This design comes from an exercise in tuning for small area, a short achievable clock period and few clock cycles per item on the open sky130 flow, not from production work.
In this exercise RTL edits were held to simulation tests only and were not proved equivalent to the original.
Power and IR drop assume default switching activity.

==> flow/design.v (excerpt) <==
module ppc_decode (
    input  wire         clk,
    input  wire         rst,         
    input  wire         wr_en,
    input  wire [7:0]   wr_addr,
    input  wire [31:0]  wr_data,
    output wire         busy,
    output wire [11:0]  status,
    output wire [31:0]  bits,
    output wire [127:0] fval,
    output wire [9:0]   cmdf
);
Settings: LEC_CHECK=0, CAP_MARGIN=20, CORE_MARGIN=2, CORE_UTILIZATION=40, CTS_CLUSTER_DIAMETER=100, CTS_CLUSTER_SIZE=26, PLACE_DENSITY=0.6, SLEW_MARGIN=20, TNS_END_PERCENT=10; clock period 10.0 ns.
standard.sh (not shown) runs the stock make flow with config.mk's settings and CLKGATE_MAP_FILE= SYNTH_SCRIPT=/design/flow/synth_recipe.tcl, a recipe that flattens the netlist after the stock synthesis.
==> flow/flow/run.sh <==
#!/bin/bash
# Standard ORFS layout (the standard.sh), with the timing repair steps
# asked to leave a larger setup margin so that they size the design for a
# shorter period than the 10 ns clock requires. Constraints are unchanged.
set -euo pipefail
export SETUP_SLACK_MARGIN=${SETUP_MARGIN_NS:-7}
bash standard.sh > orfs_make.log 2>&1
Testbench counts at the start, summed over its fixed seeds: cycles 21,268, decodes 384.
==> next run, changes <==
TNS_END_PERCENT = 0   (was 10)
The new run went through all stages and came out clean.
Power fell by 0.62%.
First-iteration DRC count is higher by about 1.3%.
Core utilization goes down by 1.0 points.
Non-clock buffer count went down by 72.
Setup slack degrades by 0.092 ns.
Sequential power hardly moves.
Sequential cell count stays the same.


ppc_decode, a different RTL version from the one above (not shown whole).
For scale: about 4400 cells after synthesis, ~1600 flip-flops, ~230 I/O pins, about 66000 µm² of cells after synthesis.
// ppc_decode
module ppc_decode (
    input  wire         clk,
    input  wire         rst,         
    input  wire         wr_en,
    input  wire [7:0]   wr_addr,
    input  wire [31:0]  wr_data,
    output wire         busy,
    output wire [11:0]  status,
    output wire [31:0]  bits,
    output wire [127:0] fval,
    output wire [9:0]   cmdf
);
clock: 10.0 ns
lec_check: 0
cap_margin: 20
core_margin: 2
core_utilization: 40
place_density: 0.6
slew_margin: 20
run.sh (not shown) runs the stock make flow with config.mk's settings and CLKGATE_MAP_FILE= SYNTH_SCRIPT=/design/flow/synth_recipe.tcl, a recipe that flattens the netlist after the stock synthesis.
Stock flow here: none of the scripts above is used.
Testbench counts at the start, summed over its fixed seeds: cycles 21,652, decodes 384.
Change:
==> flow/flow/run.sh (new file) <==
#!/bin/bash
# Standard ORFS layout (the standard.sh), with the timing repair steps
# asked to leave a larger setup margin so that they size the design for a
# shorter period than the 10 ns clock requires. Constraints are unchanged.
set -euo pipefail
export SETUP_SLACK_MARGIN=${SETUP_MARGIN_NS:-7}
bash standard.sh > orfs_make.log 2>&1
==> flow/standard.sh (new file) <==
#!/bin/bash
# synth_recipe.tcl (not shown) runs the flow's synth.tcl, then flattens the netlist and writes it again
# the make line also repeats each setting of config.mk as NAME=value (left out here)
make -C /OpenROAD-flow-scripts/flow DESIGN_CONFIG=/design/flow/config.mk WORK_HOME=/design/flow/orfs CLKGATE_MAP_FILE= SYNTH_SCRIPT=/design/flow/synth_recipe.tcl "${@:-finish}"
removed: flow/run.sh
The changed run passed the timing, design-rule and antenna checks.
Die area stays the same.
Global-route usage goes up by 1.6 points.
First-iteration DRC count goes up by 10%.
Total power stays flat.
Clock power goes down by about 4%.
Final cell count rises by about 3.4%.
Clock-buffer cell count goes up by 9.


ppc_decode, a different RTL version from the one above (not shown whole).
For scale: about 4400 cells after synthesis, about 230 I/O pins.
Settings: LEC_CHECK=0, CAP_MARGIN=20, CORE_MARGIN=2, CORE_UTILIZATION=40, CTS_CLUSTER_DIAMETER=80, CTS_CLUSTER_SIZE=20, PLACE_DENSITY=0.6, SLEW_MARGIN=20, TNS_END_PERCENT=10; clock period 10.0 ns.
standard.sh (not shown) runs the stock make flow with config.mk's settings and CLKGATE_MAP_FILE= SYNTH_SCRIPT=/design/flow/synth_recipe.tcl, a recipe that flattens the netlist after the stock synthesis.
==> flow/flow/run.sh <==
#!/bin/bash
# Standard ORFS layout (the standard.sh), with the timing repair steps
# asked to leave a larger setup margin so that they size the design for a
# shorter period than the 10 ns clock requires. Constraints are unchanged.
set -euo pipefail
export SETUP_SLACK_MARGIN=${SETUP_MARGIN_NS:-6.6}
bash standard.sh > orfs_make.log 2>&1
Testbench counts at the start, summed over its fixed seeds: cycles 21,268, decodes 384.
Edit:
--- a/flow/flow/run.sh
+++ b/flow/flow/run.sh
@@ -4,4 +4,4 @@
 # shorter period than the 10 ns clock requires. Constraints are unchanged.
 set -euo pipefail
-export SETUP_SLACK_MARGIN=${SETUP_MARGIN_NS:-6.6}
+export SETUP_SLACK_MARGIN=${SETUP_MARGIN_NS:-7}
 bash standard.sh > orfs_make.log 2>&1
Settings changed: CORE_UTILIZATION 40 to 55, CTS_CLUSTER_DIAMETER 80 to 100, CTS_CLUSTER_SIZE 20 to 26, PLACE_DENSITY 0.6 to 0.7.
Synthesized area is unchanged.
Non-clock buffer count climbs by 92.
Via count climbs by 3.9%.
Design area climbs by 0.65%.
Die area drops by 27%.
Power drops by 4.9%.
Edit:
Settings changed: CORE_UTILIZATION 55 to 40, CTS_BUF_LIST set to sky130_fd_sc_hd__clkbuf_8 sky130_fd_sc_hd__clkbuf_16, CTS_CLUSTER_DIAMETER 100 to 80, CTS_CLUSTER_SIZE 26 to 24, PLACE_DENSITY 0.7 to 0.6.
Total power grows by about 5%.
Non-clock buffer count rose by 8.
Final area increases by about 1%.
Edit:
Settings changed: CTS_BUF_LIST sky130_fd_sc_hd__clkbuf_8 sky130_fd_sc_hd__clkbuf_16 to unset, CTS_CLUSTER_DIAMETER 80 to 100, CTS_CLUSTER_SIZE 24 to 26.
Setup slack is worse by 0.030 ns; area after synthesis is unchanged; routed wire length barely changes.


Another version of the RTL of ppc_decode (not shown whole).
Size: ~4400 cells after synthesis, about 230 I/O pins, ~0.066 sq mm of cells after synthesis.
==> flow/design.v (excerpt) <==
module ppc_decode (
    input  wire         clk,
    input  wire         rst,         
    input  wire         wr_en,
    input  wire [7:0]   wr_addr,
    input  wire [31:0]  wr_data,
    output wire         busy,
    output wire [11:0]  status,
    output wire [31:0]  bits,
    output wire [127:0] fval,
    output wire [9:0]   cmdf
);
    localparam [3:0] R_NONE = 4'd0, R_OK = 4'd1, R_LEN = 4'd2,
                     R_BADDESC = 4'd7, R_BADCMD = 4'd8;
    integer i;
    reg        lock;
    reg [6:0]  rxlen;
    reg [6:0]  d_rawlen;
    reg [5:0]  d_bitlen;
    reg        d_order;
    reg        d_half;
    reg [7:0]  d_sentinel;
    reg        d_st_en;
    reg        d_st_w2;
    reg [5:0]  d_st_pos;
    reg [15:0] d_sab  [0:3];     
    reg        f_en   [0:3];
    reg        f_kind [0:3];
    reg [5:0]  f_start[0:3];
    reg [5:0]  f_end  [0:3];
    reg        e_valid[0:7];
    reg [1:0]  e_field[0:7];
    reg [31:0] e_value[0:7];
    reg [31:0] e_pat  [0:7];
    reg [7:0]  raw    [0:63];
    reg        t_len;            
    reg        t_f  [0:3];       
    reg        t_st;             
    reg        t_e  [0:7];       
    reg [3:0]  res_code;
    reg        res_wenum;
    reg        res_ovalid;
  ...
clock: 10.0 ns
lec_check: 0
cap_margin: 20
core_margin: 2
core_utilization: 40
place_density: 0.6
slew_margin: 20
tns_end_percent: 10
==> flow/flow/run.sh <==
#!/bin/bash
# Standard ORFS layout (the standard.sh), with the timing repair steps
# asked to leave a larger setup margin so that they size the design for a
# shorter period than the 10 ns clock requires. Constraints are unchanged.
set -euo pipefail
export SETUP_SLACK_MARGIN=${SETUP_MARGIN_NS:-7}
bash standard.sh > orfs_make.log 2>&1
The baseline produced a clean layout.
Testbench counts at the start, summed over its fixed seeds: cycles 21,268, decodes 384.
Then changed:
CTS_CLUSTER_DIAMETER = 80   (was default)
CTS_CLUSTER_SIZE = 20   (was default)
TNS_END_PERCENT = default   (was 10)
Effect: The new run finished clean. Sequential power stays flat. Via count climbs by 0.88%. Clock skew goes up by 0.0079 ns. Design area barely changes. Cell count falls by 1.0%. Routed wire length came out higher by 6.0%.
Then changed:
TNS_END_PERCENT = 10   (was default)
=>
- clock power falls by about 4%
- routed wire length falls by 5.4%
- die area is unchanged
- final cell count falls by 0.86%
- area after synthesis stays the same


ppc_decode with an RTL version that a note above also has.
Size in the first run: roughly 4400 cells after synthesis, ~1600 flip-flops, roughly 230 I/O pins, about 66000 um2 of cells after synthesis.
==> flow/config.mk <==
export PLATFORM = sky130hd
export DESIGN_NAME = ppc_decode
export DESIGN_NICKNAME = ppc_decode
export VERILOG_FILES = /design/flow/design.v
export SDC_FILE = /design/flow/constraint.sdc
export NUM_CORES = 4
export LEC_CHECK = 0
export CAP_MARGIN = 20
export CORE_MARGIN = 2
export CORE_UTILIZATION = 40
export CTS_CLUSTER_DIAMETER = 80
export CTS_CLUSTER_SIZE = 20
export PLACE_DENSITY = 0.6
export SLEW_MARGIN = 20
export TNS_END_PERCENT = 10
==> flow/constraint.sdc <==
create_clock -name core_clock -period 10.0 [get_ports {clk}]
set_input_delay 2.0000 -clock core_clock [delete_from_list [all_inputs] [get_ports {clk}]]
set_output_delay 2.0000 -clock core_clock [all_outputs]
set_load 0.01 [all_outputs]
Scripts as last shown in full above: flow/flow/run.sh
Testbench counts at the start, summed over its fixed seeds: cycles 21,268, decodes 384.
Rerun with:
CTS_CLUSTER_SIZE = 24   (was 20)
Result: Setup slack improves by 0.0094 ns; utilization shrinks by 0.10 points; sequential power is about the same; cell count went down slightly.

[static timing again, ports no longer ideal]
How much do the figures lean on ideal ports? The routed layouts below were timed once more, with nothing changed but the port constraints.
Step 1 assumes that a clkbuf_16 drives the clock port and a buf_2 every other input.
Step 2 adds t to the input delays and takes it off the output delays; t is the mean of the earliest and latest rising clock arrival at the registers after step 1. Input paths then give back, and output paths get back, about the clock's delay inside the block.
Three values: ideal, step 1, step 2; two values: the first two.
run	t, ns	setup slack, ns	hold WS [ns]	worst setup path after step 2	worst register clock-pin slew, ns
the first run of note 1	0.778	6.650 / 6.567 / 5.869	0.354 / 0.354 / 0.354	input to register	0.11 / 0.11
the second run of note 1	0.792	6.557 / 6.522 / 5.795	0.351 / 0.351 / 0.351	input to register	0.12 / 0.12
the first run of note 2	0.882	4.710 / 4.761 / 3.879	0.332 / 0.332 / 0.332	input to register	0.07 / 0.07
the second run of note 2	0.869	6.130 / 6.048 / 5.925	0.327 / 0.327 / 0.327	input to register	0.07 / 0.07
the first run of note 3	0.824	6.453 / 6.377 / 5.757	0.348 / 0.348 / 0.348	input to register	0.10 / 0.10
the second run of note 3	0.757	6.573 / 6.510 / 5.753	0.444 / 0.444 / 0.444	input to register	0.11 / 0.11
the third run of note 3	0.828	6.618 / 6.528 / 5.876	0.343 / 0.343 / 0.343	input to register	0.10 / 0.10
the fourth run of note 3	0.821	6.588 / 6.496 / 5.880	0.352 / 0.352 / 0.352	input to register	0.12 / 0.12
the first run of note 4	0.875	6.420 / 6.405 / 5.531	0.343 / 0.343 / 0.343	input to register	0.07 / 0.07
the second run of note 4	0.835	6.417 / 6.449 / 5.614	0.346 / 0.346 / 0.346	input to register	0.10 / 0.10
the third run of note 4	0.804	6.387 / 6.385 / 5.581	0.350 / 0.350 / 0.350	input to register	0.09 / 0.09
the first run of note 5	0.839	6.608 / 6.516 / 5.807	0.343 / 0.343 / 0.343	input to register	0.09 / 0.09
the second run of note 5	0.829	6.618 / 6.528 / 5.875	0.351 / 0.351 / 0.351	input to register	0.10 / 0.10
After both steps setup and hold are still met in every run listed. The setup slack of the first run of note 4, which loses most, moves by -0.015 ns with the drivers and by -0.889 ns with both steps.
